Source: an optimization exercise on an open RTL-to-GDS flow (aim: small area, a short achievable clock period and few clock cycles). Production flows keep margins and buffers that such runs may drop. Function was checked by simulation only, so behaviour that the tests miss may differ from the original. No activity file was given, so power comes from the tool's default toggle rates.

### config.mk
export PLATFORM = sky130hd
export DESIGN_NAME = cipher_core
export DESIGN_NICKNAME = cipher_core
export VERILOG_FILES = /design/flow/design.v
export SDC_FILE = /design/flow/constraint.sdc
export NUM_CORES = 4
export LEC_CHECK = 0
export CAP_MARGIN = 40
export CORE_MARGIN = 2
export CORE_UTILIZATION = 30
export PLACE_DENSITY = 0.45
export SETUP_SLACK_MARGIN = 5
export SLEW_MARGIN = 40
### constraint.sdc
create_clock -name core_clock -period 12.0 [get_ports {clk}]
set_input_delay 2.4000 -clock core_clock [delete_from_list [all_inputs] [get_ports {clk}]]
set_output_delay 2.4000 -clock core_clock [all_outputs]
set_load 0.01 [all_outputs]
### design.v
module des_ip (
    input  wire [63:0] x,
    output wire [63:0] y
);
    assign y = {x[6], x[14], x[22], x[30], x[38], x[46], x[54], x[62], x[4], x[12], x[20], x[28], x[36], x[44], x[52], x[60], x[2], x[10], x[18], x[26], x[34], x[42], x[50], x[58], x[0], x[8], x[16], x[24], x[32], x[40], x[48], x[56], x[7], x[15], x[23], x[31], x[39], x[47], x[55], x[63], x[5], x[13], x[21], x[29], x[37], x[45], x[53], x[61], x[3], x[11], x[19], x[27], x[35], x[43], x[51], x[59], x[1], x[9], x[17], x[25], x[33], x[41], x[49], x[57]};
endmodule
module des_fp (
    input  wire [63:0] x,
    output wire [63:0] y
);
    assign y = {x[24], x[56], x[16], x[48], x[8], x[40], x[0], x[32], x[25], x[57], x[17], x[49], x[9], x[41], x[1], x[33], x[26], x[58], x[18], x[50], x[10], x[42], x[2], x[34], x[27], x[59], x[19], x[51], x[11], x[43], x[3], x[35], x[28], x[60], x[20], x[52], x[12], x[44], x[4], x[36], x[29], x[61], x[21], x[53], x[13], x[45], x[5], x[37], x[30], x[62], x[22], x[54], x[14], x[46], x[6], x[38], x[31], x[63], x[23], x[55], x[15], x[47], x[7], x[39]};
endmodule
module des_e (
    input  wire [31:0] x,
    output wire [47:0] y
);
    assign y = {x[0], x[31], x[30], x[29], x[28], x[27], x[28], x[27], x[26], x[25], x[24], x[23], x[24], x[23], x[22], x[21], x[20], x[19], x[20], x[19], x[18], x[17], x[16], x[15], x[16], x[15], x[14], x[13], x[12], x[11], x[12], x[11], x[10], x[9], x[8], x[7], x[8], x[7], x[6], x[5], x[4], x[3], x[4], x[3], x[2], x[1], x[0], x[31]};
endmodule
module des_p (
    input  wire [31:0] x,
    output wire [31:0] y
);
    assign y = {x[16], x[25], x[12], x[11], x[3], x[20], x[4], x[15], x[31], x[17], x[9], x[6], x[27], x[14], x[1], x[22], x[30], x[24], x[8], x[18], x[0], x[5], x[29], x[23], x[13], x[19], x[2], x[26], x[10], x[21], x[28], x[7]};
endmodule
module des_pc1 (
    input  wire [63:0] x,
    output wire [55:0] y
);
    assign y = {x[7], x[15], x[23], x[31], x[39], x[47], x[55], x[63], x[6], x[14], x[22], x[30], x[38], x[46], x[54], x[62], x[5], x[13], x[21], x[29], x[37], x[45], x[53], x[61], x[4], x[12], x[20], x[28], x[1], x[9], x[17], x[25], x[33], x[41], x[49], x[57], x[2], x[10], x[18], x[26], x[34], x[42], x[50], x[58], x[3], x[11], x[19], x[27], x[35], x[43], x[51], x[59], x[36], x[44], x[52], x[60]};
endmodule
module des_pc2 (
    input  wire [55:0] x,
    output wire [47:0] y
);
    assign y = {x[42], x[39], x[45], x[32], x[55], x[51], x[53], x[28], x[41], x[50], x[35], x[46], x[33], x[37], x[44], x[52], x[30], x[48], x[40], x[49], x[29], x[36], x[43], x[54], x[15], x[4], x[25], x[19], x[9], x[1], x[26], x[16], x[5], x[11], x[23], x[8], x[12], x[7], x[17], x[0], x[22], x[3], x[10], x[14], x[6], x[20], x[27], x[24]};
endmodule
module des_sbox (
    input  wire [2:0] sel,
    input  wire [5:0] x,
    output reg  [3:0] y
);
    wire [1:0] row = {x[5], x[0]};
    wire [3:0] col = x[4:1];
    always @(*) begin
        case ({sel, row, col})
            9'd0: y = 4'd14;
            9'd1: y = 4'd4;
            9'd2: y = 4'd13;
            9'd3: y = 4'd1;
            9'd4: y = 4'd2;
            9'd5: y = 4'd15;
            9'd6: y = 4'd11;
            9'd7: y = 4'd8;
            9'd8: y = 4'd3;
            9'd9: y = 4'd10;
            9'd10: y = 4'd6;
            9'd11: y = 4'd12;
            9'd12: y = 4'd5;
            9'd13: y = 4'd9;
            9'd14: y = 4'd0;
            9'd15: y = 4'd7;
            9'd16: y = 4'd0;
            9'd17: y = 4'd15;
            9'd18: y = 4'd7;
            9'd19: y = 4'd4;
            9'd20: y = 4'd14;
            9'd21: y = 4'd2;
            9'd22: y = 4'd13;
            9'd23: y = 4'd1;
            9'd24: y = 4'd10;
            9'd25: y = 4'd6;
            9'd26: y = 4'd12;
            9'd27: y = 4'd11;
            9'd28: y = 4'd9;
            9'd29: y = 4'd5;
            9'd30: y = 4'd3;
            9'd31: y = 4'd8;
            9'd32: y = 4'd4;
            9'd33: y = 4'd1;
            9'd34: y = 4'd14;
            9'd35: y = 4'd8;
            9'd36: y = 4'd13;
            9'd37: y = 4'd6;
            9'd38: y = 4'd2;
            9'd39: y = 4'd11;
            9'd40: y = 4'd15;
            9'd41: y = 4'd12;
            9'd42: y = 4'd9;
            9'd43: y = 4'd7;
            9'd44: y = 4'd3;
            9'd45: y = 4'd10;
            9'd46: y = 4'd5;
            9'd47: y = 4'd0;
            9'd48: y = 4'd15;
            9'd49: y = 4'd12;
            9'd50: y = 4'd8;
            9'd51: y = 4'd2;
            9'd52: y = 4'd4;
            9'd53: y = 4'd9;
            9'd54: y = 4'd1;
            9'd55: y = 4'd7;
            9'd56: y = 4'd5;
            9'd57: y = 4'd11;
            9'd58: y = 4'd3;
            9'd59: y = 4'd14;
            9'd60: y = 4'd10;
            9'd61: y = 4'd0;
            9'd62: y = 4'd6;
            9'd63: y = 4'd13;
            9'd64: y = 4'd15;
            9'd65: y = 4'd1;
            9'd66: y = 4'd8;
            9'd67: y = 4'd14;
            9'd68: y = 4'd6;
            9'd69: y = 4'd11;
            9'd70: y = 4'd3;
            9'd71: y = 4'd4;
            9'd72: y = 4'd9;
            9'd73: y = 4'd7;
            9'd74: y = 4'd2;
            9'd75: y = 4'd13;
            9'd76: y = 4'd12;
            9'd77: y = 4'd0;
            9'd78: y = 4'd5;
            9'd79: y = 4'd10;
            9'd80: y = 4'd3;
            9'd81: y = 4'd13;
            9'd82: y = 4'd4;
            9'd83: y = 4'd7;
            9'd84: y = 4'd15;
            9'd85: y = 4'd2;
            9'd86: y = 4'd8;
            9'd87: y = 4'd14;
            9'd88: y = 4'd12;
            9'd89: y = 4'd0;
            9'd90: y = 4'd1;
            9'd91: y = 4'd10;
            9'd92: y = 4'd6;
            9'd93: y = 4'd9;
            9'd94: y = 4'd11;
            9'd95: y = 4'd5;
            9'd96: y = 4'd0;
            9'd97: y = 4'd14;
            9'd98: y = 4'd7;
            9'd99: y = 4'd11;
            9'd100: y = 4'd10;
            9'd101: y = 4'd4;
            9'd102: y = 4'd13;
            9'd103: y = 4'd1;
            9'd104: y = 4'd5;
            9'd105: y = 4'd8;
            9'd106: y = 4'd12;
            9'd107: y = 4'd6;
            9'd108: y = 4'd9;
            9'd109: y = 4'd3;
            9'd110: y = 4'd2;
            9'd111: y = 4'd15;
            9'd112: y = 4'd13;
            9'd113: y = 4'd8;
            9'd114: y = 4'd10;
            9'd115: y = 4'd1;
            9'd116: y = 4'd3;
            9'd117: y = 4'd15;
            9'd118: y = 4'd4;
            9'd119: y = 4'd2;
            9'd120: y = 4'd11;
            9'd121: y = 4'd6;
            9'd122: y = 4'd7;
            9'd123: y = 4'd12;
            9'd124: y = 4'd0;
            9'd125: y = 4'd5;
            9'd126: y = 4'd14;
            9'd127: y = 4'd9;
            9'd128: y = 4'd10;
            9'd129: y = 4'd0;
            9'd130: y = 4'd9;
            9'd131: y = 4'd14;
            9'd132: y = 4'd6;
            9'd133: y = 4'd3;
            9'd134: y = 4'd15;
            9'd135: y = 4'd5;
            9'd136: y = 4'd1;
            9'd137: y = 4'd13;
            9'd138: y = 4'd12;
            9'd139: y = 4'd7;
            9'd140: y = 4'd11;
            9'd141: y = 4'd4;
            9'd142: y = 4'd2;
            9'd143: y = 4'd8;
            9'd144: y = 4'd13;
            9'd145: y = 4'd7;
            9'd146: y = 4'd0;
            9'd147: y = 4'd9;
            9'd148: y = 4'd3;
            9'd149: y = 4'd4;
            9'd150: y = 4'd6;
            9'd151: y = 4'd10;
            9'd152: y = 4'd2;
            9'd153: y = 4'd8;
            9'd154: y = 4'd5;
            9'd155: y = 4'd14;
            9'd156: y = 4'd12;
            9'd157: y = 4'd11;
            9'd158: y = 4'd15;
            9'd159: y = 4'd1;
            9'd160: y = 4'd13;
            9'd161: y = 4'd6;
            9'd162: y = 4'd4;
            9'd163: y = 4'd9;
            9'd164: y = 4'd8;
            9'd165: y = 4'd15;
            9'd166: y = 4'd3;
            9'd167: y = 4'd0;
            9'd168: y = 4'd11;
            9'd169: y = 4'd1;
            9'd170: y = 4'd2;
            9'd171: y = 4'd12;
            9'd172: y = 4'd5;
            9'd173: y = 4'd10;
            9'd174: y = 4'd14;
            9'd175: y = 4'd7;
            9'd176: y = 4'd1;
            9'd177: y = 4'd10;
            9'd178: y = 4'd13;
            9'd179: y = 4'd0;
            9'd180: y = 4'd6;
            9'd181: y = 4'd9;
            9'd182: y = 4'd8;
            9'd183: y = 4'd7;
            9'd184: y = 4'd4;
            9'd185: y = 4'd15;
            9'd186: y = 4'd14;
            9'd187: y = 4'd3;
            9'd188: y = 4'd11;
            9'd189: y = 4'd5;
            9'd190: y = 4'd2;
            9'd191: y = 4'd12;
            9'd192: y = 4'd7;
            9'd193: y = 4'd13;
            9'd194: y = 4'd14;
            9'd195: y = 4'd3;
            9'd196: y = 4'd0;
            9'd197: y = 4'd6;
            9'd198: y = 4'd9;
            9'd199: y = 4'd10;
            9'd200: y = 4'd1;
            9'd201: y = 4'd2;
            9'd202: y = 4'd8;
            9'd203: y = 4'd5;
            9'd204: y = 4'd11;
            9'd205: y = 4'd12;
            9'd206: y = 4'd4;
            9'd207: y = 4'd15;
            9'd208: y = 4'd13;
            9'd209: y = 4'd8;
            9'd210: y = 4'd11;
            9'd211: y = 4'd5;
            9'd212: y = 4'd6;
            9'd213: y = 4'd15;
            9'd214: y = 4'd0;
            9'd215: y = 4'd3;
            9'd216: y = 4'd4;
            9'd217: y = 4'd7;
            9'd218: y = 4'd2;
            9'd219: y = 4'd12;
            9'd220: y = 4'd1;
            9'd221: y = 4'd10;
            9'd222: y = 4'd14;
            9'd223: y = 4'd9;
            9'd224: y = 4'd10;
            9'd225: y = 4'd6;
            9'd226: y = 4'd9;
            9'd227: y = 4'd0;
            9'd228: y = 4'd12;
            9'd229: y = 4'd11;
            9'd230: y = 4'd7;
            9'd231: y = 4'd13;
            9'd232: y = 4'd15;
            9'd233: y = 4'd1;
            9'd234: y = 4'd3;
            9'd235: y = 4'd14;
            9'd236: y = 4'd5;
            9'd237: y = 4'd2;
            9'd238: y = 4'd8;
            9'd239: y = 4'd4;
            9'd240: y = 4'd3;
            9'd241: y = 4'd15;
            9'd242: y = 4'd0;
            9'd243: y = 4'd6;
            9'd244: y = 4'd10;
            9'd245: y = 4'd1;
            9'd246: y = 4'd13;
            9'd247: y = 4'd8;
            9'd248: y = 4'd9;
            9'd249: y = 4'd4;
            9'd250: y = 4'd5;
            9'd251: y = 4'd11;
            9'd252: y = 4'd12;
            9'd253: y = 4'd7;
            9'd254: y = 4'd2;
            9'd255: y = 4'd14;
            9'd256: y = 4'd2;
            9'd257: y = 4'd12;
            9'd258: y = 4'd4;
            9'd259: y = 4'd1;
            9'd260: y = 4'd7;
            9'd261: y = 4'd10;
            9'd262: y = 4'd11;
            9'd263: y = 4'd6;
            9'd264: y = 4'd8;
            9'd265: y = 4'd5;
            9'd266: y = 4'd3;
            9'd267: y = 4'd15;
            9'd268: y = 4'd13;
            9'd269: y = 4'd0;
            9'd270: y = 4'd14;
            9'd271: y = 4'd9;
            9'd272: y = 4'd14;
            9'd273: y = 4'd11;
            9'd274: y = 4'd2;
            9'd275: y = 4'd12;
            9'd276: y = 4'd4;
            9'd277: y = 4'd7;
            9'd278: y = 4'd13;
            9'd279: y = 4'd1;
            9'd280: y = 4'd5;
            9'd281: y = 4'd0;
            9'd282: y = 4'd15;
            9'd283: y = 4'd10;
            9'd284: y = 4'd3;
            9'd285: y = 4'd9;
            9'd286: y = 4'd8;
            9'd287: y = 4'd6;
            9'd288: y = 4'd4;
            9'd289: y = 4'd2;
            9'd290: y = 4'd1;
            9'd291: y = 4'd11;
            9'd292: y = 4'd10;
            9'd293: y = 4'd13;
            9'd294: y = 4'd7;
            9'd295: y = 4'd8;
            9'd296: y = 4'd15;
            9'd297: y = 4'd9;
            9'd298: y = 4'd12;
            9'd299: y = 4'd5;
            9'd300: y = 4'd6;
            9'd301: y = 4'd3;
            9'd302: y = 4'd0;
            9'd303: y = 4'd14;
            9'd304: y = 4'd11;
            9'd305: y = 4'd8;
            9'd306: y = 4'd12;
            9'd307: y = 4'd7;
            9'd308: y = 4'd1;
            9'd309: y = 4'd14;
            9'd310: y = 4'd2;
            9'd311: y = 4'd13;
            9'd312: y = 4'd6;
            9'd313: y = 4'd15;
            9'd314: y = 4'd0;
            9'd315: y = 4'd9;
            9'd316: y = 4'd10;
            9'd317: y = 4'd4;
            9'd318: y = 4'd5;
            9'd319: y = 4'd3;
            9'd320: y = 4'd12;
            9'd321: y = 4'd1;
            9'd322: y = 4'd10;
            9'd323: y = 4'd15;
            9'd324: y = 4'd9;
            9'd325: y = 4'd2;
            9'd326: y = 4'd6;
            9'd327: y = 4'd8;
            9'd328: y = 4'd0;
            9'd329: y = 4'd13;
            9'd330: y = 4'd3;
            9'd331: y = 4'd4;
            9'd332: y = 4'd14;
            9'd333: y = 4'd7;
            9'd334: y = 4'd5;
            9'd335: y = 4'd11;
            9'd336: y = 4'd10;
            9'd337: y = 4'd15;
            9'd338: y = 4'd4;
            9'd339: y = 4'd2;
            9'd340: y = 4'd7;
            9'd341: y = 4'd12;
            9'd342: y = 4'd9;
            9'd343: y = 4'd5;
            9'd344: y = 4'd6;
            9'd345: y = 4'd1;
            9'd346: y = 4'd13;
            9'd347: y = 4'd14;
            9'd348: y = 4'd0;
            9'd349: y = 4'd11;
            9'd350: y = 4'd3;
            9'd351: y = 4'd8;
            9'd352: y = 4'd9;
            9'd353: y = 4'd14;
            9'd354: y = 4'd15;
            9'd355: y = 4'd5;
            9'd356: y = 4'd2;
            9'd357: y = 4'd8;
            9'd358: y = 4'd12;
            9'd359: y = 4'd3;
            9'd360: y = 4'd7;
            9'd361: y = 4'd0;
            9'd362: y = 4'd4;
            9'd363: y = 4'd10;
            9'd364: y = 4'd1;
            9'd365: y = 4'd13;
            9'd366: y = 4'd11;
            9'd367: y = 4'd6;
            9'd368: y = 4'd4;
            9'd369: y = 4'd3;
            9'd370: y = 4'd2;
            9'd371: y = 4'd12;
            9'd372: y = 4'd9;
            9'd373: y = 4'd5;
            9'd374: y = 4'd15;
            9'd375: y = 4'd10;
            9'd376: y = 4'd11;
            9'd377: y = 4'd14;
            9'd378: y = 4'd1;
            9'd379: y = 4'd7;
            9'd380: y = 4'd6;
            9'd381: y = 4'd0;
            9'd382: y = 4'd8;
            9'd383: y = 4'd13;
            9'd384: y = 4'd4;
            9'd385: y = 4'd11;
            9'd386: y = 4'd2;
            9'd387: y = 4'd14;
            9'd388: y = 4'd15;
            9'd389: y = 4'd0;
            9'd390: y = 4'd8;
            9'd391: y = 4'd13;
            9'd392: y = 4'd3;
            9'd393: y = 4'd12;
            9'd394: y = 4'd9;
            9'd395: y = 4'd7;
            9'd396: y = 4'd5;
            9'd397: y = 4'd10;
            9'd398: y = 4'd6;
            9'd399: y = 4'd1;
            9'd400: y = 4'd13;
            9'd401: y = 4'd0;
            9'd402: y = 4'd11;
            9'd403: y = 4'd7;
            9'd404: y = 4'd4;
            9'd405: y = 4'd9;
            9'd406: y = 4'd1;
            9'd407: y = 4'd10;
            9'd408: y = 4'd14;
            9'd409: y = 4'd3;
            9'd410: y = 4'd5;
            9'd411: y = 4'd12;
            9'd412: y = 4'd2;
            9'd413: y = 4'd15;
            9'd414: y = 4'd8;
            9'd415: y = 4'd6;
            9'd416: y = 4'd1;
            9'd417: y = 4'd4;
            9'd418: y = 4'd11;
            9'd419: y = 4'd13;
            9'd420: y = 4'd12;
            9'd421: y = 4'd3;
            9'd422: y = 4'd7;
            9'd423: y = 4'd14;
            9'd424: y = 4'd10;
            9'd425: y = 4'd15;
            9'd426: y = 4'd6;
            9'd427: y = 4'd8;
            9'd428: y = 4'd0;
            9'd429: y = 4'd5;
            9'd430: y = 4'd9;
            9'd431: y = 4'd2;
            9'd432: y = 4'd6;
            9'd433: y = 4'd11;
            9'd434: y = 4'd13;
            9'd435: y = 4'd8;
            9'd436: y = 4'd1;
            9'd437: y = 4'd4;
            9'd438: y = 4'd10;
            9'd439: y = 4'd7;
            9'd440: y = 4'd9;
            9'd441: y = 4'd5;
            9'd442: y = 4'd0;
            9'd443: y = 4'd15;
            9'd444: y = 4'd14;
            9'd445: y = 4'd2;
            9'd446: y = 4'd3;
            9'd447: y = 4'd12;
            9'd448: y = 4'd13;
            9'd449: y = 4'd2;
            9'd450: y = 4'd8;
            9'd451: y = 4'd4;
            9'd452: y = 4'd6;
            9'd453: y = 4'd15;
            9'd454: y = 4'd11;
            9'd455: y = 4'd1;
            9'd456: y = 4'd10;
            9'd457: y = 4'd9;
            9'd458: y = 4'd3;
            9'd459: y = 4'd14;
            9'd460: y = 4'd5;
            9'd461: y = 4'd0;
            9'd462: y = 4'd12;
            9'd463: y = 4'd7;
            9'd464: y = 4'd1;
            9'd465: y = 4'd15;
            9'd466: y = 4'd13;
            9'd467: y = 4'd8;
            9'd468: y = 4'd10;
            9'd469: y = 4'd3;
            9'd470: y = 4'd7;
            9'd471: y = 4'd4;
            9'd472: y = 4'd12;
            9'd473: y = 4'd5;
            9'd474: y = 4'd6;
            9'd475: y = 4'd11;
            9'd476: y = 4'd0;
            9'd477: y = 4'd14;
            9'd478: y = 4'd9;
            9'd479: y = 4'd2;
            9'd480: y = 4'd7;
            9'd481: y = 4'd11;
            9'd482: y = 4'd4;
            9'd483: y = 4'd1;
            9'd484: y = 4'd9;
            9'd485: y = 4'd12;
            9'd486: y = 4'd14;
            9'd487: y = 4'd2;
            9'd488: y = 4'd0;
            9'd489: y = 4'd6;
            9'd490: y = 4'd10;
            9'd491: y = 4'd13;
            9'd492: y = 4'd15;
            9'd493: y = 4'd3;
            9'd494: y = 4'd5;
            9'd495: y = 4'd8;
            9'd496: y = 4'd2;
            9'd497: y = 4'd1;
            9'd498: y = 4'd14;
            9'd499: y = 4'd7;
            9'd500: y = 4'd4;
            9'd501: y = 4'd10;
            9'd502: y = 4'd8;
            9'd503: y = 4'd13;
            9'd504: y = 4'd15;
            9'd505: y = 4'd12;
            9'd506: y = 4'd9;
            9'd507: y = 4'd0;
            9'd508: y = 4'd3;
            9'd509: y = 4'd5;
            9'd510: y = 4'd6;
            9'd511: y = 4'd11;
            default: y = 4'd0;
        endcase
    end
endmodule
module gf16_mul (
    input  wire [3:0] a,
    input  wire [3:0] b,
    output wire [3:0] y
);
    wire [6:0] p;
    assign p[0] = a[0] & b[0];
    assign p[1] = (a[1] & b[0]) ^ (a[0] & b[1]);
    assign p[2] = (a[2] & b[0]) ^ (a[1] & b[1]) ^ (a[0] & b[2]);
    assign p[3] = (a[3] & b[0]) ^ (a[2] & b[1]) ^ (a[1] & b[2]) ^ (a[0] & b[3]);
    assign p[4] = (a[3] & b[1]) ^ (a[2] & b[2]) ^ (a[1] & b[3]);
    assign p[5] = (a[3] & b[2]) ^ (a[2] & b[3]);
    assign p[6] = a[3] & b[3];
    assign y = {p[3] ^ p[6], p[2] ^ p[6] ^ p[5], p[1] ^ p[5] ^ p[4], p[0] ^ p[4]};
endmodule
module gf16_inv (
    input  wire [3:0] x,
    output reg  [3:0] y
);
    always @(*) begin
        case (x)
            4'd0: y = 4'd0;
            4'd1: y = 4'd1;
            4'd2: y = 4'd9;
            4'd3: y = 4'd14;
            4'd4: y = 4'd13;
            4'd5: y = 4'd11;
            4'd6: y = 4'd7;
            4'd7: y = 4'd6;
            4'd8: y = 4'd15;
            4'd9: y = 4'd2;
            4'd10: y = 4'd12;
            4'd11: y = 4'd5;
            4'd12: y = 4'd10;
            4'd13: y = 4'd4;
            4'd14: y = 4'd3;
            4'd15: y = 4'd8;
            default: y = 4'd0;
        endcase
    end
endmodule
module aes_sbox_shared (
    input  wire       dec,
    input  wire [7:0] x,
    output wire [7:0] y
);
    wire [7:0] ue, ud, u, v, ye, yd;
    assign ue[0] = x[0] ^ x[5] ^ x[7];
    assign ue[1] = x[2];
    assign ue[2] = x[2] ^ x[3] ^ x[4] ^ x[5] ^ x[6] ^ x[7];
    assign ue[3] = x[3] ^ x[4];
    assign ue[4] = x[4] ^ x[5] ^ x[6];
    assign ue[5] = x[1] ^ x[4] ^ x[6] ^ x[7];
    assign ue[6] = x[2] ^ x[3] ^ x[5] ^ x[7];
    assign ue[7] = x[5] ^ x[7];
    assign ud[0] = ~(x[1] ^ x[5] ^ x[6]);
    assign ud[1] = ~(x[1] ^ x[4] ^ x[7]);
    assign ud[2] = ~(x[1] ^ x[4]);
    assign ud[3] = x[0] ^ x[1] ^ x[2] ^ x[3] ^ x[5] ^ x[6];
    assign ud[4] = x[0] ^ x[1] ^ x[2] ^ x[4] ^ x[5] ^ x[6] ^ x[7];
    assign ud[5] = x[3] ^ x[4] ^ x[5] ^ x[6];
    assign ud[6] = ~(x[0] ^ x[4] ^ x[5] ^ x[6]);
    assign ud[7] = x[1] ^ x[2] ^ x[6] ^ x[7];
    assign u = dec ? ud : ue;
    aes_tinv u_inv (.m(u), .y(v));
    assign ye[0] = ~(v[0] ^ v[2] ^ v[6]);
    assign ye[1] = ~(v[0] ^ v[1] ^ v[2] ^ v[3] ^ v[4] ^ v[5]);
    assign ye[2] = v[0] ^ v[3] ^ v[5] ^ v[6];
    assign ye[3] = v[0] ^ v[2] ^ v[5];
    assign ye[4] = v[0] ^ v[1] ^ v[3] ^ v[4] ^ v[5];
    assign ye[5] = ~(v[1] ^ v[2] ^ v[3] ^ v[5] ^ v[6] ^ v[7]);
    assign ye[6] = ~(v[4] ^ v[6] ^ v[7]);
    assign ye[7] = v[1] ^ v[2];
    assign yd[0] = v[0] ^ v[7];
    assign yd[1] = v[4] ^ v[5] ^ v[7];
    assign yd[2] = v[1];
    assign yd[3] = v[1] ^ v[6] ^ v[7];
    assign yd[4] = v[1] ^ v[3] ^ v[6] ^ v[7];
    assign yd[5] = v[2] ^ v[4] ^ v[6];
    assign yd[6] = v[1] ^ v[2] ^ v[3] ^ v[7];
    assign yd[7] = v[2] ^ v[4] ^ v[6] ^ v[7];
    assign y = dec ? yd : ye;
endmodule
module aes_sbox_fwd (
    input  wire [7:0] x,
    output wire [7:0] y
);
    wire [7:0] u, v;
    assign u[0] = x[0] ^ x[5] ^ x[7];
    assign u[1] = x[2];
    assign u[2] = x[2] ^ x[3] ^ x[4] ^ x[5] ^ x[6] ^ x[7];
    assign u[3] = x[3] ^ x[4];
    assign u[4] = x[4] ^ x[5] ^ x[6];
    assign u[5] = x[1] ^ x[4] ^ x[6] ^ x[7];
    assign u[6] = x[2] ^ x[3] ^ x[5] ^ x[7];
    assign u[7] = x[5] ^ x[7];
    aes_tinv u_inv (.m(u), .y(v));
    assign y[0] = ~(v[0] ^ v[2] ^ v[6]);
    assign y[1] = ~(v[0] ^ v[1] ^ v[2] ^ v[3] ^ v[4] ^ v[5]);
    assign y[2] = v[0] ^ v[3] ^ v[5] ^ v[6];
    assign y[3] = v[0] ^ v[2] ^ v[5];
    assign y[4] = v[0] ^ v[1] ^ v[3] ^ v[4] ^ v[5];
    assign y[5] = ~(v[1] ^ v[2] ^ v[3] ^ v[5] ^ v[6] ^ v[7]);
    assign y[6] = ~(v[4] ^ v[6] ^ v[7]);
    assign y[7] = v[1] ^ v[2];
endmodule
module aes_tinv (
    input  wire [7:0] m,
    output wire [7:0] y
);
    wire [3:0] a = m[7:4];
    wire [3:0] b = m[3:0];
    wire [3:0] ab, d_inv, hi, lo;
    wire [3:0] a2l = {a[0] ^ a[2] ^ a[3], a[1], a[1] ^ a[2] ^ a[3], a[2]};
    wire [3:0] b2  = {b[3], b[1] ^ b[3], b[2], b[0] ^ b[2]};
    gf16_mul u_ab (.a(a), .b(b), .y(ab));
    gf16_inv u_di (.x(a2l ^ ab ^ b2), .y(d_inv));
    gf16_mul u_hi (.a(a), .b(d_inv), .y(hi));
    gf16_mul u_lo (.a(a ^ b), .b(d_inv), .y(lo));
    assign y = {hi, lo};
endmodule
module aes_mixcol (
    input  wire [31:0] a,
    output wire [31:0] y
);
    wire [7:0] a0 = a[31:24], a1 = a[23:16], a2 = a[15:8], a3 = a[7:0];
    wire [7:0] d0 = {a0[6:0], 1'b0} ^ (a0[7] ? 8'h1b : 8'h00);
    wire [7:0] d1 = {a1[6:0], 1'b0} ^ (a1[7] ? 8'h1b : 8'h00);
    wire [7:0] d2 = {a2[6:0], 1'b0} ^ (a2[7] ? 8'h1b : 8'h00);
    wire [7:0] d3 = {a3[6:0], 1'b0} ^ (a3[7] ? 8'h1b : 8'h00);
    assign y[31:24] = d0 ^ d1 ^ a1 ^ a2 ^ a3;
    assign y[23:16] = a0 ^ d1 ^ d2 ^ a2 ^ a3;
    assign y[15:8]  = a0 ^ a1 ^ d2 ^ d3 ^ a3;
    assign y[7:0]   = d0 ^ a0 ^ a1 ^ a2 ^ d3;
endmodule
module aes_imc_pre (
    input  wire [31:0] a,
    output wire [31:0] y
);
    wire [7:0] a0 = a[31:24], a1 = a[23:16], a2 = a[15:8], a3 = a[7:0];
    wire [7:0] e = a0 ^ a2, f = a1 ^ a3;
    wire [7:0] e2 = {e[6:0], 1'b0} ^ (e[7] ? 8'h1b : 8'h00);
    wire [7:0] e4 = {e2[6:0], 1'b0} ^ (e2[7] ? 8'h1b : 8'h00);
    wire [7:0] f2 = {f[6:0], 1'b0} ^ (f[7] ? 8'h1b : 8'h00);
    wire [7:0] f4 = {f2[6:0], 1'b0} ^ (f2[7] ? 8'h1b : 8'h00);
    assign y = {a0 ^ e4, a1 ^ f4, a2 ^ e4, a3 ^ f4};
endmodule
module aes_round (
    input  wire [127:0] st,
    input  wire [127:0] rk,
    input  wire         dec,
    input  wire         last,
    output wire [127:0] y
);
    wire [127:0] sb, sr, isr, sh, shk, pre, mci, mco;
    genvar i, r, c;
    generate
        for (i = 0; i < 16; i = i + 1) begin : g_sub
            aes_sbox_shared u_sbox (.dec(dec), .x(st[127-8*i -: 8]), .y(sb[127-8*i -: 8]));
        end
        for (c = 0; c < 4; c = c + 1) begin : g_col
            for (r = 0; r < 4; r = r + 1) begin : g_row
                assign sr[127-8*(r+4*c) -: 8]  = sb[127-8*(r+4*((c+r)%4)) -: 8];
                assign isr[127-8*(r+4*c) -: 8] = sb[127-8*(r+4*((c+4-r)%4)) -: 8];
            end
            aes_imc_pre u_pre (.a(shk[127-32*c -: 32]), .y(pre[127-32*c -: 32]));
            aes_mixcol  u_mc  (.a(mci[127-32*c -: 32]), .y(mco[127-32*c -: 32]));
        end
    endgenerate
    assign sh  = dec ? isr : sr;
    assign shk = sh ^ rk;
    assign mci = dec ? pre : sh;
    assign y = last ? shk : dec ? mco : (mco ^ rk);
endmodule
module aes_kstep (
    input  wire [255:0] w,
    input  wire [1:0]   variant,    
    input  wire [3:0]   r,
    input  wire         bwd,
    input  wire [7:0]   rc_in,
    output wire [255:0] y,
    output wire [7:0]   rc_out
);
    wire [31:0] w0 = w[255:224], w1 = w[223:192], w2 = w[191:160], w3 = w[159:128];
    wire [31:0] w4 = w[127:96],  w5 = w[95:64],   w6 = w[63:32],   w7 = w[31:0];
    wire nk4 = (variant == 2'd1);
    wire nk6 = (variant == 2'd2);
    wire nk8 = !nk4 && !nk6;
    reg [1:0] r3;                        
    always @(*) begin
        case (r)
            4'd0, 4'd3, 4'd6, 4'd9, 4'd12, 4'd15: r3 = 2'd0;
            4'd1, 4'd4, 4'd7, 4'd10, 4'd13:       r3 = 2'd1;
            default:                              r3 = 2'd2;
        endcase
    end
    reg        use_sub, pos2, rot;
    reg [31:0] sin;
    always @(*) begin
        use_sub = 1'b1; pos2 = 1'b0; rot = 1'b1; sin = w3;
        if (!bwd) begin
            if (nk4) begin
                sin = w3;
            end else if (nk6) begin
                use_sub = (r3 != 2'd2);
                pos2    = (r3 == 2'd1);
                sin     = (r3 == 2'd1) ? (w0 ^ w1 ^ w5) : w5;
            end else begin
                sin = w7;
                rot = !r[0];
            end
        end else begin
            if (nk4) begin
                sin = w3 ^ w2;
            end else if (nk6) begin
                use_sub = (r3 != 2'd0);
                pos2    = (r3 == 2'd2);
                sin     = (r3 == 2'd2) ? w3 : w1;
            end else begin
                sin = w3;
                rot = r[0];
            end
        end
    end
    wire [7:0] rc_x = {rc_in[6:0], 1'b0} ^ (rc_in[7] ? 8'h1b : 8'h00);
    wire [7:0] rc_i = rc_in[0] ? ({1'b1, 7'd0} | ((rc_in ^ 8'h1b) >> 1)) : (rc_in >> 1);
    wire [7:0] rc_use = bwd ? rc_i : rc_in;
    assign rc_out = (use_sub && rot) ? (bwd ? rc_i : rc_x) : rc_in;
    wire [31:0] s_in = rot ? {sin[23:0], sin[31:24]} : sin;
    wire [31:0] s_out;
    genvar b;
    generate
        for (b = 0; b < 4; b = b + 1) begin : g_ks
            aes_sbox_fwd u_s (.x(s_in[31-8*b -: 8]), .y(s_out[31-8*b -: 8]));
        end
    endgenerate
    wire [31:0] t = s_out ^ (rot ? {rc_use, 24'd0} : 32'd0);
    wire inc0 = use_sub && !pos2;                    
    wire inc2 = use_sub;                             
    wire [31:0] fprev = (nk6 && r3 != 2'd0) ? w5 : 32'd0;    
    wire [31:0] c0 = w0;
    wire [31:0] c1 = w0 ^ w1;
    wire [31:0] c2 = c1 ^ w2;
    wire [31:0] c3 = c2 ^ w3;
    wire [31:0] fl0 = c0 ^ fprev;
    wire [31:0] fl1 = c1 ^ fprev;
    wire [31:0] fl2 = pos2 ? w2 : (c2 ^ fprev);
    wire [31:0] fl3 = pos2 ? (w2 ^ w3) : (c3 ^ fprev);
    wire        fi0 = inc0, fi1 = inc0, fi2 = inc2, fi3 = inc2;
    wire [31:0] h0 = nk4 ? w0 : nk6 ? w2 : w4;
    wire [31:0] h1 = nk4 ? w1 : nk6 ? w3 : w5;
    wire [31:0] h2 = nk4 ? w2 : nk6 ? w4 : w6;
    wire [31:0] h3 = nk4 ? w3 : nk6 ? w5 : w7;
    wire [31:0] l0 = nk6 ? w1 : w3;
    wire [31:0] l1 = nk4 ? w0 : nk6 ? w2 : w4;
    wire [31:0] l2 = nk4 ? w1 : nk6 ? w3 : w5;
    wire [31:0] l3 = nk4 ? w2 : nk6 ? w4 : w6;
    wire        bs0 = use_sub && !pos2;
    wire        bs2 = use_sub && pos2;
    wire [31:0] bl0 = bs0 ? h0 : (h0 ^ l0);
    wire [31:0] bl1 = h1 ^ l1;
    wire [31:0] bl2 = bs2 ? h2 : (h2 ^ l2);
    wire [31:0] bl3 = h3 ^ l3;
    reg [31:0] y0, y1, y2, y3, y4, y5, y6, y7;
    reg        i0, i1, i2, i3, i4, i5, i6, i7;
    always @(*) begin
        {i0, i1, i2, i3, i4, i5, i6, i7} = 8'd0;
        if (!bwd) begin
            if (nk4) begin
                {y0, y1, y2, y3, y4, y5, y6, y7} = {fl0, fl1, fl2, fl3, w4, w5, w6, w7};
                {i0, i1, i2, i3} = {fi0, fi1, fi2, fi3};
            end else if (nk6) begin
                {y0, y1, y2, y3, y4, y5, y6, y7} = {w4, w5, fl0, fl1, fl2, fl3, w6, w7};
                {i2, i3, i4, i5} = {fi0, fi1, fi2, fi3};
            end else begin
                {y0, y1, y2, y3, y4, y5, y6, y7} = {w4, w5, w6, w7, fl0, fl1, fl2, fl3};
                {i4, i5, i6, i7} = {fi0, fi1, fi2, fi3};
            end
        end else begin
            {i0, i1, i2, i3} = {bs0, 1'b0, bs2, 1'b0};
            if (nk4)      {y0, y1, y2, y3, y4, y5, y6, y7} = {bl0, bl1, bl2, bl3, w4, w5, w6, w7};
            else if (nk6) {y0, y1, y2, y3, y4, y5, y6, y7} = {bl0, bl1, bl2, bl3, w0, w1, w6, w7};
            else          {y0, y1, y2, y3, y4, y5, y6, y7} = {bl0, bl1, bl2, bl3, w0, w1, w2, w3};
        end
    end
    assign y = {y0 ^ (i0 ? t : 32'd0), y1 ^ (i1 ? t : 32'd0), y2 ^ (i2 ? t : 32'd0), y3 ^ (i3 ? t : 32'd0),
                y4 ^ (i4 ? t : 32'd0), y5 ^ (i5 ? t : 32'd0), y6 ^ (i6 ? t : 32'd0), y7 ^ (i7 ? t : 32'd0)};
endmodule
module des_f (
    input  wire [31:0] r,
    input  wire [47:0] k,
    output wire [31:0] y
);
    wire [47:0] e;
    wire [47:0] x;
    wire [31:0] s;
    des_e u_e (.x(r), .y(e));
    assign x = e ^ k;
    genvar j;
    generate
        for (j = 0; j < 8; j = j + 1) begin : g_s
            des_sbox u_s (.sel(j[2:0]), .x(x[47-6*j -: 6]), .y(s[31-4*j -: 4]));
        end
    endgenerate
    des_p u_p (.x(s), .y(y));
endmodule
module des_round (
    input  wire [63:0] lr,
    input  wire [55:0] cd,
    input  wire        dec,
    input  wire        two,      
    output wire [63:0] lr_o,
    output wire [55:0] cd_o
);
    wire [27:0] c = cd[55:28];
    wire [27:0] d = cd[27:0];
    wire [27:0] cl = two ? {c[25:0], c[27:26]} : {c[26:0], c[27]};
    wire [27:0] dl = two ? {d[25:0], d[27:26]} : {d[26:0], d[27]};
    wire [27:0] cr = two ? {c[1:0], c[27:2]} : {c[0], c[27:1]};
    wire [27:0] dr = two ? {d[1:0], d[27:2]} : {d[0], d[27:1]};
    assign cd_o = dec ? {cr, dr} : {cl, dl};
    wire [47:0] k;
    des_pc2 u_pc2 (.x(cd_o), .y(k));
    wire [31:0] fo;
    des_f u_f (.r(lr[31:0]), .k(k), .y(fo));
    assign lr_o = {lr[31:0], lr[63:32] ^ fo};
endmodule
module cipher_core (
    input  wire        clk,
    input  wire        rst,
    input  wire        bus_valid,
    input  wire        bus_we,
    input  wire [5:0]  bus_addr,
    input  wire [31:0] bus_wdata,
    output wire        bus_ready,
    output reg         rd_valid,
    output reg  [31:0] rd_data
);
    localparam DES_RPC = 2;              
    localparam [3:0] DES_LAST = 16 / DES_RPC - 1;
    localparam [2:0] ERR_OK     = 3'd0;
    localparam [2:0] ERR_CONFIG = 3'd1;
    localparam [2:0] ERR_LENGTH = 3'd2;
    localparam [2:0] ERR_CMD    = 3'd4;
    localparam [1:0] J_ENC = 2'd0;       
    localparam [1:0] J_DEC = 2'd1;       
    localparam [1:0] J_KS  = 2'd2;       
    localparam [1:0] J_KX  = 2'd3;       
    reg  [31:0]  key_w  [0:7];
    reg  [31:0]  din_w  [0:3];
    reg  [31:0]  dout_w [0:3];
    reg  [2:0]   err;
    reg          ctx_valid;
    reg  [1:0]   variant;
    reg          ofb_active;
    reg  [127:0] s_reg;                  
    reg          rdy;
    reg  [1:0]   qn;
    reg          q0_we, q1_we;
    reg  [5:0]   q0_a, q1_a;
    reg  [31:0]  q0_d, q1_d;
    reg  [5:0]   q0_c, q1_c;             
    assign bus_ready = rdy;
    wire [31:0] bw = bus_wdata;
    wire [5:0] bus_c = {(bw & 32'hFFFEFFC0) == 32'h01000000,
                        (bw & 32'hFFFFFFC0) == 32'h02000000,
                        (bw & 32'hFFFFFFC0) == 32'h03000000,
                        (bw & 32'hFFFFFFC0) == 32'h04000000,
                        (bw & 32'hFFFFFFC0) == 32'h05000000,
                        bw == 32'h06000000};
    wire acc   = bus_valid && rdy;
    wire q0_v  = (qn != 2'd0);
    wire q_ex;                           
    wire [1:0] qn_after = qn - {1'b0, q_ex};
    wire [1:0] qn_nx    = qn_after + {1'b0, acc};
    always @(posedge clk) begin
        if (rst) begin
            qn  <= 2'd0;
            rdy <= 1'b1;
        end else begin
            qn  <= qn_nx;
            rdy <= (qn_nx != 2'd2);
        end
    end
    always @(posedge clk) begin
        if (acc && qn_after == 2'd0) begin
            q0_we <= bus_we; q0_a <= bus_addr; q0_d <= bus_wdata; q0_c <= bus_c;
        end else if (q_ex && qn == 2'd2) begin
            q0_we <= q1_we; q0_a <= q1_a; q0_d <= q1_d; q0_c <= q1_c;
        end
        if (acc && qn_after != 2'd0) begin
            q1_we <= bus_we; q1_a <= bus_addr; q1_d <= bus_wdata; q1_c <= bus_c;
        end
    end
    wire h_wr   = q0_v && q0_we;
    wire h_rd   = q0_v && !q0_we;
    wire a_cmd  = (q0_a == 6'h00);
    wire a_stat = (q0_a == 6'h01);
    wire a_key  = (q0_a[5:3] == 3'b001);
    wire a_din  = (q0_a[5:2] == 4'h4);
    wire a_dout = (q0_a[5:2] == 4'h5);
    wire [31:0] c = q0_d;
    wire [5:0]  c_len = c[5:0];
    wire is_keyld = q0_c[5];
    wire is_enc   = q0_c[4];
    wire is_dec   = q0_c[3];
    wire is_ofbiv = q0_c[2];
    wire is_ofbx  = q0_c[1];
    wire is_clear = q0_c[0];
    wire kl_des    = !c[16] && (c_len == 6'd8);
    wire kl_aes128 =  c[16] && (c_len == 6'd16);
    wire kl_aes192 =  c[16] && (c_len == 6'd24);
    wire kl_aes256 =  c[16] && (c_len == 6'd32);
    wire kl_ok     = kl_des || kl_aes128 || kl_aes192 || kl_aes256;
    wire [1:0] kl_variant = kl_aes128 ? 2'd1 : kl_aes192 ? 2'd2 : kl_aes256 ? 2'd3 : 2'd0;
    wire       is_des_ctx = (variant == 2'd0);
    wire [5:0] blk_bytes  = is_des_ctx ? 6'd8 : 6'd16;
    wire [3:0] nr         = (variant == 2'd1) ? 4'd10 : (variant == 2'd2) ? 4'd12 : 4'd14;
    reg [2:0] cmd_err;
    always @(*) begin
        if (is_keyld)
            cmd_err = kl_ok ? ERR_OK : ERR_CONFIG;
        else if (is_enc || is_dec || is_ofbiv)
            cmd_err = !ctx_valid ? ERR_CMD : (c_len != blk_bytes) ? ERR_LENGTH : ERR_OK;
        else if (is_ofbx)
            cmd_err = (!ctx_valid || !ofb_active) ? ERR_CMD :
                      (c_len == 6'd0 || c_len > blk_bytes) ? ERR_LENGTH : ERR_OK;
        else if (is_clear)
            cmd_err = ERR_OK;
        else
            cmd_err = ERR_CMD;
    end
    wire cmd_ok = (cmd_err == ERR_OK);
    reg          busy;
    reg  [1:0]   job;
    reg  [3:0]   cnt;
    reg  [127:0] st;                     
    reg  [255:0] kw;                     
    reg  [63:0]  dlr;                    
    reg  [55:0]  dcd;                    
    reg  [255:0] kx;                     
    reg  [7:0]   rc;                     
    reg          xs;                     
    reg          wv;                     
    reg          ks_valid;               
    wire abortable = (job == J_KS) || (job == J_KX);
    wire dout_pend = busy && !abortable;
    reg  [2:0]   rq_n;
    reg  [1:0]   rq_k [0:3];
    reg          rq_v [0:3];             
    reg  [6:0]   rq_p [0:3];
    reg          dver;                   
    wire rq_head_ok = (rq_n != 3'd0) && ((rq_k[0] != 2'd0) || (rq_v[0] == dver));
    wire [6:0] status_p = {err, variant, ofb_active, ctx_valid};
    function [31:0] status_word(input [6:0] p);
        status_word = {21'd0, p[6:4], 2'd0, p[3:2], 2'd0, p[1], p[0]};
    endfunction
    wire rd_direct_ok = (rq_n == 3'd0) && !(a_dout && dout_pend);
    wire rd_can_q     = (rq_n != 3'd4) && !a_din;
    wire rd_ex        = h_rd && (rd_direct_ok || rd_can_q);
    wire rd_enq       = rd_ex && !rd_direct_ok;
    wire rd_dir       = rd_ex && rd_direct_ok;
    wire e_fin;
    wire eng_free = !busy || e_fin;
    wire aes_dec_ready = is_des_ctx || !xs || wv || e_fin;
    reg  cmd_go;
    always @(*) begin
        cmd_go = 1'b1;
        if (cmd_ok) begin
            if (is_keyld)              cmd_go = !busy || abortable;
            else if (is_enc)           cmd_go = eng_free;
            else if (is_dec)           cmd_go = eng_free && aes_dec_ready;
            else if (is_ofbx)          cmd_go = ks_valid && (rq_n == 3'd0);
            else if (is_clear)         cmd_go = !dout_pend && (rq_n == 3'd0);
        end
    end
    wire cmd_ex = h_wr && a_cmd && cmd_go;
    wire wr_ex  = h_wr && !a_cmd;
    assign q_ex = rd_ex || cmd_ex || wr_ex;
    wire x_keyld = cmd_ex && cmd_ok && is_keyld;
    wire x_enc   = cmd_ex && cmd_ok && is_enc;
    wire x_dec   = cmd_ex && cmd_ok && is_dec;
    wire x_ofbiv = cmd_ex && cmd_ok && is_ofbiv;
    wire x_ofbx  = cmd_ex && cmd_ok && is_ofbx;
    wire x_clear = cmd_ex && cmd_ok && is_clear;
    wire bg_free = !busy && !cmd_ex;
    wire st_ks   = bg_free && ofb_active && !ks_valid;
    wire st_kx   = bg_free && !st_ks && ctx_valid && !is_des_ctx && xs && !wv;
    wire x_ofbx_full = x_ofbx && (c_len == blk_bytes);
    wire x_ofbiv_go  = x_ofbiv && !busy;
    wire start     = x_enc || x_dec || st_ks || st_kx || x_ofbx_full || x_ofbiv_go;
    wire start_dec = x_dec;
    wire [1:0] start_job = x_enc ? J_ENC : x_dec ? J_DEC : st_kx ? J_KX : J_KS;
    wire [127:0] din_blk = {din_w[0], din_w[1], din_w[2], din_w[3]};
    wire [127:0] ks_blk;
    wire [127:0] in_blk  = st_ks ? s_reg : x_ofbx_full ? ks_blk : din_blk;
    wire         idle_dec = h_wr && a_cmd && is_dec && aes_dec_ready;
    wire         kbusy  = busy && !e_last;
    wire         e_dec  = kbusy ? (job == J_DEC) : idle_dec;
    wire [3:0]   e_r    = kbusy ? cnt : (idle_dec ? nr : 4'd0);
    wire [255:0] begin_w = (xs ^ idle_dec) ? kx : kw;
    wire [255:0] ks_in  = kbusy ? kw : begin_w;
    wire [7:0]   rc_beg = !idle_dec ? 8'h01 :
                          (variant == 2'd1) ? 8'h6c : (variant == 2'd2) ? 8'h1b : 8'h80;
    wire [7:0]   ks_rc  = kbusy ? rc : rc_beg;
    wire [255:0] ks_out;
    wire [7:0]   ks_rco;
    aes_kstep u_kstep (
        .w(ks_in), .variant(variant), .r(e_r), .bwd(e_dec), .rc_in(ks_rc),
        .y(ks_out), .rc_out(ks_rco)
    );
    wire aes_last = (job == J_DEC) ? (cnt == 4'd0) : (cnt == nr);
    wire [127:0] aes_out;
    aes_round u_round (
        .st(st), .rk(kw[255:128]), .dec(job == J_DEC), .last(aes_last), .y(aes_out)
    );
    wire [63:0] des_ip_out;
    des_ip u_ip (.x(in_blk[127:64]), .y(des_ip_out));
    wire [55:0] c0d0 = kx[55:0];
    wire [55:0] c1d1 = {c0d0[54:28], c0d0[55], c0d0[26:0], c0d0[27]};
    wire [63:0] dl [0:DES_RPC];
    wire [55:0] dc [0:DES_RPC];
    assign dl[0] = dlr;
    assign dc[0] = dcd;
    genvar gi;
    generate
        for (gi = 0; gi < DES_RPC; gi = gi + 1) begin : g_des
            wire [3:0] rn = cnt * DES_RPC + gi;
            wire two = !((rn == 4'd0) || (rn == 4'd1) || (rn == 4'd8) || (rn == 4'd15));
            des_round u_dr (
                .lr(dl[gi]), .cd(dc[gi]), .dec(job == J_DEC), .two(two),
                .lr_o(dl[gi+1]), .cd_o(dc[gi+1])
            );
        end
    endgenerate
    wire [63:0] des_res;
    des_fp u_fp (.x({dl[DES_RPC][31:0], dl[DES_RPC][63:32]}), .y(des_res));
    wire e_des   = is_des_ctx;
    wire e_last  = e_des ? (cnt == DES_LAST) : aes_last;
    wire e_wdout = (job == J_ENC) || (job == J_DEC);
    wire h_enc_wait = h_wr && a_cmd && cmd_ok && is_enc;
    wire e_abort = ((x_keyld || x_ofbiv || x_clear) || h_enc_wait) && busy && abortable;
    wire e_done  = busy && e_last && !e_abort;
    wire e_hold  = 1'b0;
    assign e_fin = busy && e_last && !e_hold && (job != J_KS);
    wire [127:0] e_res = e_des ? {des_res, 64'd0} : aes_out;
    assign ks_blk = e_des ? {dlr, 64'd0} : st;
    wire [127:0] len_mask = ~({128{1'b1}} >> {c_len, 3'd0});
    wire [127:0] ofb_out  = (ks_blk ^ din_blk) & len_mask;
    wire [55:0] des_pc1_of_key;
    des_pc1 u_pc1 (.x({key_w[0], key_w[1]}), .y(des_pc1_of_key));
    always @(posedge clk) begin
        if (start) begin
            cnt <= e_des ? 4'd0 : (start_dec ? nr - 4'd1 : 4'd1);
            if (e_des) begin
                dlr <= des_ip_out;
                dcd <= start_dec ? c1d1 : c0d0;
            end else begin
                st <= in_blk ^ begin_w[255:128];
                kw <= ks_out;
                rc <= ks_rco;
                if (!(xs ^ idle_dec))
                    kx <= kw;
            end
        end else if (busy && !e_hold) begin
            if (e_des) begin
                dlr <= e_last ? des_res : dl[DES_RPC];
                dcd <= dc[DES_RPC];
                cnt <= cnt + 4'd1;
            end else begin
                if (job != J_KX)
                    st <= aes_out;
                if (!e_last) begin
                    kw <= ks_out;
                    rc <= ks_rco;
                end
                cnt <= (job == J_DEC) ? cnt - 4'd1 : cnt + 4'd1;
            end
        end
        if (x_keyld)
            kx <= kl_des ? {200'd0, des_pc1_of_key} :
                  {key_w[0], key_w[1], key_w[2], key_w[3], key_w[4], key_w[5], key_w[6], key_w[7]};
    end
    integer k;
    always @(posedge clk) begin
        if (rst) begin
            for (k = 0; k < 8; k = k + 1) key_w[k] <= 32'd0;
            for (k = 0; k < 4; k = k + 1) begin
                din_w[k]  <= 32'd0;
                dout_w[k] <= 32'd0;
            end
            err        <= ERR_OK;
            ctx_valid  <= 1'b0;
            variant    <= 2'd0;
            ofb_active <= 1'b0;
            s_reg      <= 128'd0;
            rd_valid   <= 1'b0;
            rd_data    <= 32'd0;
            busy       <= 1'b0;
            job        <= J_ENC;
            xs         <= 1'b1;
            wv         <= 1'b0;
            ks_valid   <= 1'b0;
            rq_n       <= 3'd0;
            dver       <= 1'b0;
        end else begin
            rd_valid <= rq_head_ok || rd_dir;
            if (rq_head_ok) begin
                case (rq_k[0])
                    2'd0:    rd_data <= dout_w[rq_p[0][1:0]];
                    2'd1:    rd_data <= status_word(rq_p[0]);
                    default: rd_data <= 32'd0;
                endcase
            end else if (rd_dir) begin
                if (a_stat)
                    rd_data <= status_word(status_p);
                else if (a_din)
                    rd_data <= din_w[q0_a[1:0]];
                else if (a_dout)
                    rd_data <= dout_w[q0_a[1:0]];
                else
                    rd_data <= 32'd0;
            end
            begin : rq_upd
                reg [2:0] n;
                n = rq_n;
                if (rq_head_ok) begin
                    for (k = 0; k < 3; k = k + 1) begin
                        rq_k[k] <= rq_k[k+1];
                        rq_v[k] <= rq_v[k+1];
                        rq_p[k] <= rq_p[k+1];
                    end
                    n = n - 3'd1;
                end
                if (rd_enq) begin
                    rq_k[n[1:0]] <= a_dout ? 2'd0 : a_stat ? 2'd1 : 2'd2;
                    rq_v[n[1:0]] <= dver ^ dout_pend;
                    rq_p[n[1:0]] <= a_stat ? status_p : {5'd0, q0_a[1:0]};
                    n = n + 3'd1;
                end
                rq_n <= n;
            end
            if (wr_ex && a_key)
                key_w[q0_a[2:0]] <= q0_d;
            if (wr_ex && a_din)
                din_w[q0_a[1:0]] <= q0_d;
            if (cmd_ex)
                err <= cmd_err;
            if (x_keyld) begin
                ctx_valid  <= 1'b1;
                variant    <= kl_variant;
                ofb_active <= 1'b0;
                xs         <= 1'b1;
                wv         <= 1'b0;
                ks_valid   <= 1'b0;
            end
            if (x_ofbiv) begin
                s_reg      <= is_des_ctx ? {din_blk[127:64], 64'd0} : din_blk;
                ofb_active <= 1'b1;
                ks_valid   <= 1'b0;
            end
            if (x_ofbx) begin
                dout_w[0] <= ofb_out[127:96];
                dout_w[1] <= ofb_out[95:64];
                dout_w[2] <= ofb_out[63:32];
                dout_w[3] <= ofb_out[31:0];
                s_reg     <= ks_blk;
                ks_valid  <= 1'b0;
                if (c_len != blk_bytes)
                    ofb_active <= 1'b0;
            end
            if (x_clear) begin
                for (k = 0; k < 8; k = k + 1) key_w[k] <= 32'd0;
                for (k = 0; k < 4; k = k + 1) begin
                    din_w[k]  <= 32'd0;
                    dout_w[k] <= 32'd0;
                end
                ctx_valid  <= 1'b0;
                variant    <= 2'd0;
                ofb_active <= 1'b0;
                s_reg      <= 128'd0;
                ks_valid   <= 1'b0;
            end
            if (e_abort)
                busy <= 1'b0;
            if (e_done) begin
                busy <= 1'b0;
                wv   <= 1'b1;
                if (job == J_KS)
                    ks_valid <= 1'b1;
                if (e_wdout) begin
                    dout_w[0] <= e_res[127:96];
                    dout_w[1] <= e_res[95:64];
                    dout_w[2] <= e_res[63:32];
                    dout_w[3] <= e_res[31:0];
                    dver      <= !dver;
                end
            end
            if (start) begin
                busy <= 1'b1;
                job  <= start_job;
                if (!e_des) begin
                    xs <= !start_dec;
                    wv <= 1'b0;
                end
                if (x_enc || x_dec)
                    ks_valid <= 1'b0;
            end
        end
    end
endmodule
### run.sh
#!/bin/bash
# synth_recipe.tcl (not shown) runs the flow's synth.tcl, then flattens the netlist and writes it again
# the make line also repeats each setting of config.mk as NAME=value (left out here)
make -C /OpenROAD-flow-scripts/flow DESIGN_CONFIG=/design/flow/config.mk WORK_HOME=/design/flow/orfs CLKGATE_MAP_FILE= SYNTH_SCRIPT=/design/flow/synth_recipe.tcl finish
==> key figures <==
Yosys
  – Post-synth cell types: 139
  – Area leader, netlist: edfxtp_1
  – Synth warn: 6
  – Top cell type's share of synthesized area: 22.35%
  – Synthesis-stage register bit count: 1597
  – Post-Syn Area: 0.1728 mm2
  – Post-synthesis sequential area ratio: 25.95%
  – Commonest cells in the netlist: nand2_1, xnor2_1, a21oi_1
  – Post-synth ARST share: 0%
  – Top cells by area, synth: edfxtp_1, xnor2_1, xor2_1
  – Synth Area per Inst: 8.628 um2
  – Post-synth EDFFs: 1286
  – Mapped Nets: 20.39k
  – Synth Flop Type: edfxtp_1
  – Most numerous cell in the Yosys netlist: nand2_1
  – Cell count after synthesis: roughly 20k

Clock network
  – TritonCTS clock tree: done
  – CTS Buffer Depth: 4
  – Htree depth: 4
  – Num CTS Buffers: between 200 and 250
  – CTS sink cnt: 1597
  – Clock slew at the register clock pins of the worst setup and hold paths: approximately 0.07 ns
  – Clock Root Buffer: clkbuf_16
  – Worst-Skew Late Latency: 1.00 ns

Detailed routing
  – Via count: around 170k
  – Post-route ant nets: 0
  – Drt total wl: 1006000 um
  – Post-DR wirelength/cell: 34.03 um
  – Initial DRC Count: 22.76k
  – DRC Markers: 0
  – Vias/cell: between 5 and 6
  – Drt first pass iters: 6

Timing
  – Slew margin rel.: 29.09%
  – Final Cycle Share: 78.61%
  – Setup ws final: 2.567 ns
  – Slew Viols, Final: 0
  – Setup TNS: 0 ns
  – Final Hold Fails: 0
  – RSZ-0062 raised after global routing: true
  – WHS: 0.4934 ns
  – Measured slew at the worst slew-check pin: 1.064 ns
  – Final setup viols: 0
  – Fmax: 0.1060 GHz
  – Clock skew: 0.07378 ns
  – Tmin final: 9.433 ns

Floorplanning
  – Core area: 0.5736 mm2
  – Die Wd: between 700 and 800 um
  – Die height: between 700 and 800 um
  – Initial Utilization: around 30%
  – Full die area: 0.5820 mm2
  – Core Rows: 278
  – IO Count: 76

GRT
  – Initial antenna violation count: between 100 and 150
  – Grt ovf: 0
  – Vias in the first global route: 158.8k
  – Global-route wire length before repair: around 1300000 um
  – Gr usage total: approximately a third
  – Largest net degree at the start of global routing: 158

Flow run
  – Max-cap viol count: 0

Cells and area
  – Fin nets: 22.09k
  – FILL cells: 55.93k
  – Largest registers: key_w x256, kw x256, kx x256
  – Core Util, Final: between 40 and 50%
  – Fraction of final layout cells sized beyond drive strength 1: 31.02%
  – Area grow syn2layout: 35.77%
  – Final Cell Area: 0.2346 mm2
  – Fin cells: ~30k

Worst setup path
  – Crit start category: register
  – Launch point of the worst reg-to-reg path: variant[1]
  – R2R setup slack: 2.57 ns
  – Reg-to-reg endpoint: kw[29]
  – Worst Path Max Fanout: 74
  – Most used cell, CP: xnor2_2
  – Required time of the critical path: 12.69 ns
  – Crit end category: register
  – Critical-path top delay cell: nand3_1
  – Kind of critical path: reg -> reg
  – Crit path DAT: 10.12 ns
  – Max stage delay on crit path: 0.59 ns
  – Reg2reg path depth: 35

Pwr
  – Pwr/cell area: between 200 and 300 mW/mm2
  – LEAKAGE: 91.73 nW
  – Max rail drop VDD: 0.001011 V
  – PnR Total Power: about 63 mW

Min path
  – Min-delay src: wv
  – Hold depth: 2
  – Worst Hold Class: reg -> reg
  – Hold Path End: wv

Placed design
  – Placed instance area: 0.1861 mm2
  – Gp weighted congestion: ~1.0
  – Pre-CTS WS: around 0.60 ns
  – Port bufs: 75
  – Placed Instances: ~27k
  – Detailed placer's ending HPWL: 725400 um

Run status
  – Status: timing/DRC/antenna clean
-- worst max-delay path, delay by kind of cell (launching register included) --
kind / cells / cell delay, ns
AOI/OAI and AO/OA: 5 / 1.41
xor gates and xnor gates: 12 / 2.89
adders and majority gates: 3 / 0.53
buffers and inverters: 5 / 0.75
DFF: 1 / 0.35
muxes: 3 / 0.99
and+or+nand+nor: 7 / 1.91
-- area by class of cell --
class	count	area [um2]	area share, %
timing repair inverter	1	5.005	0.002133
tap	7560	9459	4.032
sequential	1597	44860	19.12
clock inverter	121	1201	0.5120
timing repair buffer	2976	28670	12.22
multi-input combinational	16647	143300	61.09
inverter	294	1229	0.5238
clock buffer	266	5609	2.391
antenna	98	245.2	0.1045
-- layer usage --
layer	part of all wire [%]	GRT usage, %	wire, um
met1	37	39.91	374600
met2	41	47.30	415100
met3	12	11.42	120900
met4	9.4	25.16	94670
met5	0.051	0	518
-- kinds of logic (layout without fill, tap and decap cells) --
kind of cell / after synthesis / count (layout) / synth area share (%)
AO/OA/AOI/OAI: 4798 / 4799 / 17.26
XOR/XNOR: 3995 / 3998 / 24.33
adder cells (fa/ha/maj): 325 / 325 / 2.349
buffers and inverters: 1793 / 3658 / 4.363
flip-flops: 1597 / 1597 / 25.95
multiplexers: 1334 / 1336 / 9.674
other: 0 / 98 / 0
AND/OR/NAND/NOR: 6185 / 6189 / 16.07
-- layout by cell type (no fill, tap or decap), types with 136 or more instances in the layout --
master | Yosys | layout
nand3_1 | 259 | 238
and2_1 | 495 | 444
dfxtp_1 | 311 | 306
buf_12 | 0 | 191
xor2_2 | 36 | 232
clkbuf_16 | 0 | 215
xnor3_1 | 298 | 163
mux2i_1 | 895 | 692
inv_1 | 255 | 195
xor2_4 | 2 | 149
xnor2_4 | 11 | 265
xnor2_1 | 2207 | 1434
o211ai_1 | 176 | 176
xor2_1 | 1236 | 893
nand2_1 | 2632 | 2428
mux4_2 | 228 | 228
edfxtp_1 | 1286 | 1286
buf_4 | 62 | 2077
buf_6 | 42 | 517
xnor3_2 | 14 | 146
o21ai_0 | 1096 | 882
xnor2_2 | 87 | 606
a21oi_1 | 1624 | 1438
and3_1 | 188 | 179
a211oi_1 | 444 | 385
ha_1 | 322 | 241
a31oi_1 | 289 | 276
o21ai_1 | 68 | 142
a21oi_2 | 8 | 136
nor3_1 | 335 | 307
nor2_1 | 1611 | 1479
-- report_power, final --
| group | internal, mW | total [mW] | leakage, nW | switching [mW] |
|---|---|---|---|---|
| clock | 3.72 | 6.67 | 3.34 | 2.95 |
| combinational | 24.2 | 48.4 | 73.8 | 24.1 |
| sequential | 7.99 | 8.32 | 14.6 | 0.328 |
-- worst max path at each step --
stage | from | end | slack, ns | cells after the start
2_1_floorplan | job[1] | st[60] | 1.89 | 57
3_3_place_gp | variant[0] | kw[209] | 0.55 | 40
3_5_place_dp | variant[0] | kw[211] | 0.60 | 40
4_1_cts | variant[1] | kw[221] | 2.90 | 43
5_1_grt | variant[1] | kw[29] | 2.47 | 44
6_report | variant[1] | kw[29] | 2.57 | 35
-- repair_timing --
action / 4_1_cts / 5_1_grt
resized for setup: 3027 / 1155
gates cloned: 45 / 4
setup buffers: 1553 / 521
pin swaps: 1252 / 954
setup endpoints to repair: 1168 / 565
hold buffers: 0 / 0
Testbench counts, summed over its fixed seeds: cycles 16,960.

==> afterwards: timing with drivers on the ports <==
The flow's constraints put no driver on any port. The routed layout listed below was extracted and timed again, unchanged, in two steps. Step 1 assumes that a clkbuf_16 drives the clock port and a buf_2 every other input. Step 2 times the ports against the registers' clock, not the clock port: input delays grow and output delays shrink by t, the midpoint of the rising clock arrivals with the driver on. a / b / c = ideal / step 1 / step 2; a / b = the first two.
shift t [ns]: 1.091
setup WS [ns]: 2.567 / 2.567 / 2.567
hold WS [ns]: 0.493 / 0.493 / 0.493
worst register clock-pin slew, ns: 0.08 / 0.08
cell pins on the clock port's net: 1
After both steps this run still meets setup and hold. For this run, drivers alone change the setup slack by 0.000 ns; drivers and shift together by 0.000 ns.
